This is an optimization exercise on Yosys and OpenROAD, whose aim is small area, not a production implementation. Only simulation tests tie the RTL to the original design; equivalence was not proved. No activity file was given, so power comes from the tool's default toggle rates.

## ppm_core
module ppm_core (
    input  wire        clk,
    input  wire        rst,           
    input  wire        op_valid,
    input  wire [63:0] op_word,
    output reg         rsp_valid,
    output reg  [1:0]  rsp_status,
    output wire [31:0] rsp_data,
    output wire [1:0]  mode,          
    output wire [15:0] enc_reload,    
    output wire [31:0] err_count      
);
==> flow/config.mk <==
export PLATFORM = sky130hd
export DESIGN_NAME = ppm_core
export DESIGN_NICKNAME = ppm_core
export VERILOG_FILES = /design/flow/design.v
export SDC_FILE = /design/flow/constraint.sdc
export NUM_CORES = 4
export LEC_CHECK = 0
export ABC_AREA = 0
export CAP_MARGIN = 20
export CORE_MARGIN = 2
export CORE_UTILIZATION = 60
export PLACE_DENSITY = 0.72
export SLEW_MARGIN = 20
==> flow/constraint.sdc <==
create_clock -name core_clock -period 15.0 [get_ports {clk}]
set_input_delay 3.0000 -clock core_clock [delete_from_list [all_inputs] [get_ports {clk}]]
set_output_delay 3.0000 -clock core_clock [all_outputs]
set_load 0.01 [all_outputs]
standard.sh (not shown) runs the stock make flow with config.mk's settings and CLKGATE_MAP_FILE= SYNTH_SCRIPT=/design/flow/synth_recipe.tcl, a recipe that flattens the netlist after the stock synthesis.
==> flow/flow/run.sh <==
#!/bin/bash
# Layout: the standard flow (standard.sh, with its synthesis unchanged),
# with two settings passed to ORFS:
#  - port buffers use the smallest buffer cell (every port still gets one);
#  - CTS builds the tree from clkbuf_4 with clusters of at most 9 sinks and
#    no dummy loads.
# Each ORFS step writes its full log under orfs/logs/; make's output is in
# flow.log.
set -euo pipefail
export BUFFER_PORTS_ARGS="-buffer_cell sky130_fd_sc_hd__buf_1"
export CTS_ARGS="-sink_clustering_enable -repair_clock_nets -dont_use_dummy_load -buf_list {sky130_fd_sc_hd__clkbuf_4} -sink_clustering_size 9 -sink_clustering_max_diameter 50"
bash standard.sh finish > flow.log 2>&1
The starting point finished with timing, DRC and antenna clean.
Then changed:
--- a/flow/design.v
+++ b/flow/design.v
@@ -69,19 +69,20 @@
     wire op_deini = op_valid & ~op[3] & (op[2:0] == 3'd2);
     wire op_nfa   = op_valid & ~op[3] & (op[2:0] == 3'd3);
     wire op_chw   = op_valid & ~op[3] & (op[2:0] == 3'd4);
     wire op_stage = op_valid & ~op[3] & (op[2:0] == 3'd5);
     wire op_swap  = op_valid & ~op[3] & (op[2:0] == 3'd6);
     wire op_ltx   = op_valid & ~op[3] & (op[2:0] == 3'd7);
     wire [10:0] rd_raw = bank_b[ci_q*11 +: 11];
-    wire [32:0] rd_s   = rca({21'd0, rd_raw}, 32'd750, 1'b0);
-    wire [11:0] rd_val = rd_s[11:0];
+    wire [11:0] rd_val = {~ge({21'd0, rd_raw}, 32'd750), rd_raw};
+    wire [11:0] w      = bz_q ? 12'd850 : rd_val;    
     wire        dev  = op_evt & is_dec & (f_ovf | f_cpf);
     wire [32:0] a_s  = rca({16'd0, f_ovf ? f_pm1 : 16'd0}, {16'd0, f_cpf ? f_val : 16'd0}, f_ovf);
-    wire [32:0] s_s  = rca({{13{r_q[18]}}, r_q}, {15'd0, a_s[16:0]}, pcv_q);
+    wire [32:0] s_s  = rca({{13{r_q[18]}}, r_q},
+                           is_enc ? ~{20'd0, w} : {15'd0, a_s[16:0]}, pcv_q | is_enc);
     wire        neg  = s_s[19];
     wire [18:0] tpos = neg ? 19'd0 : s_s[18:0];
     wire [32:0] x_s     = rca({14'd0, w_q[17:0]}, {13'd0, s_s[18:0]}, 1'b0);
     wire        thr     = w_q[18] | (~neg & (x_s[18] | x_s[19]));
     wire [18:0] ts_n    = neg ? w_q : {thr, x_s[17:0]};
     wire        fc_nz    = |fc_q;
     wire        stale    = thr & fc_nz;
@@ -97,31 +98,27 @@
     wire        store_c  = chan & ~short_p;
     wire        d_term   = dev & term & n_nz;           
     wire        d_commit = d_term & commit_c;
     wire        d_ecinc  = dev & ((term & n_nz & ~commit_c & err_t) | short_p);
     wire        d_stale  = dev & stale;
     wire        d_store  = dev & store_c;
     wire [2:0]  s_idx    = (|si_q[6:3]) ? 3'd7 : si_q[2:0];
-    wire [10:0] raw7     = bank_a[7*11 +: 11];
+    wire [10:0] raw7x    = bank_a[7*11 +: 11];
+    wire [11:0] raw7     = {~ge({21'd0, raw7x}, 32'd750), raw7x};
     wire [11:0] wsrc     = op_evt ? s_s[11:0]
                          : ~ge({16'd0, f_val}, 32'd850) ? 12'd850
                          :  ge({16'd0, f_val}, 32'd2201) ? 12'd2200 : f_val[11:0];
-    wire [32:0] wd_s     = rca({20'd0, wsrc}, ~32'd750, 1'b1);
-    wire [10:0] wdata    = wd_s[10:0];
-    wire [32:0] jd_s     = rca({21'd0, wdata}, ~{21'd0, raw7}, 1'b1);
-    wire [11:0] jd       = jd_s[11:0];
-    wire        jit      = jd[11] ? ~ge({20'd0, jd}, 32'hDA9) : ge({20'd0, jd}, 32'd600);    
+    wire [10:0] wdata    = wsrc[10:0];
+    wire [32:0] jd_s     = rca({20'd0, s_s[11:0]}, ~{20'd0, raw7}, 1'b1);
+    wire [12:0] jd       = jd_s[12:0];
+    wire        jit      = jd[12] ? ~ge({19'd0, jd}, 32'h1DA9) : ge({19'd0, jd}, 32'd600);    
     wire        noisy_inc = (|si_q[6:3]) & jit;
     wire [32:0] fc_inc   = rca(fc_q, 32'd0, 1'b1);
     wire [32:0] ec_inc   = rca(ec_q, 32'd0, 1'b1);
     wire        eev      = op_evt & is_enc & f_ovf;
-    wire [11:0] w        = bz_q ? 12'd850 : rd_val;
-    wire [32:0] bs_s     = rca({17'd0, r_q[14:0]}, ~{20'd0, w}, 1'b1);
-    wire [14:0] bsub     = bs_s[14:0];
-    wire        bgt      = ~bs_s[15] & (|bs_s[14:0]);
     wire [3:0]  ci_inc   = {1'b0, ci_q} + 4'd1;
     wire        chw_ok   = is_dec & (op_word[7:3] == 5'd0) & ({1'b0, op_word[2:0]} < cnt_q);
     wire        stage_ok = is_enc & (op_word[23:19] == 5'd0);
     wire        fc_new   = fc_q != lr_q;
     wire [2:0]  wa_idx   = op_evt ? s_idx : op_word[18:16];
     wire        wa_en    = d_store | (op_stage & stage_ok);
     wire        b_copy   = d_commit | (op_swap & is_enc);
@@ -235,15 +232,15 @@
                     r_q        <= 19'd20000;
                     if (cnt_q != 4'd0) begin
                         neg_q <= 1'b0;
                         ci_q  <= 3'd0;
                     end
                 end else begin
                     lr_q[14:0] <= {3'd0, w};
-                    r_q        <= {4'b0, bgt ? bsub : 15'd0};
+                    r_q        <= {4'b0, tpos[14:0]};           
                     ci_q       <= ci_inc[2:0];
                     if (ci_inc >= cnt_q)
                         neg_q <= 1'b1;
                 end
             end
         end
     end
=>
- The changed run passed the timing, DRC and antenna checks
- power went down slightly
- synthesized area shrinks by a few percent
- critical path depth grows by 3
- setup slack improved by 0.20 ns
- design area went down by a few percent

-- static timing again, ports no longer ideal --
How much do the figures lean on ideal ports? The routed layouts below were timed once more, with nothing changed but the port constraints.
Step 1 assumes that a clkbuf_16 drives the clock port and a buf_2 every other input.
Step 2 adds t to the input delays and takes it off the output delays; t is the mean of the earliest and latest rising clock arrival at the registers after step 1. Input paths then give back, and output paths get back, about the clock's delay inside the block.
Three values: ideal, step 1, step 2; two values: the first two.
run | t, ns | slack for setup (ns) | worst hold slack (ns) | slew at the worst register clock pin (ns)
the first run | 0.686 | 1.549 / 1.561 / 0.875 | 0.363 / 0.363 / 0.363 | 0.11 / 0.11
the second run | 0.718 | 1.751 / 1.771 / 1.054 | 0.396 / 0.396 / 0.396 | 0.11 / 0.11
After both steps setup and hold are still met in every run listed. For the second run, which loses most, drivers alone change the setup slack by +0.020 ns; drivers and shift together by -0.697 ns.
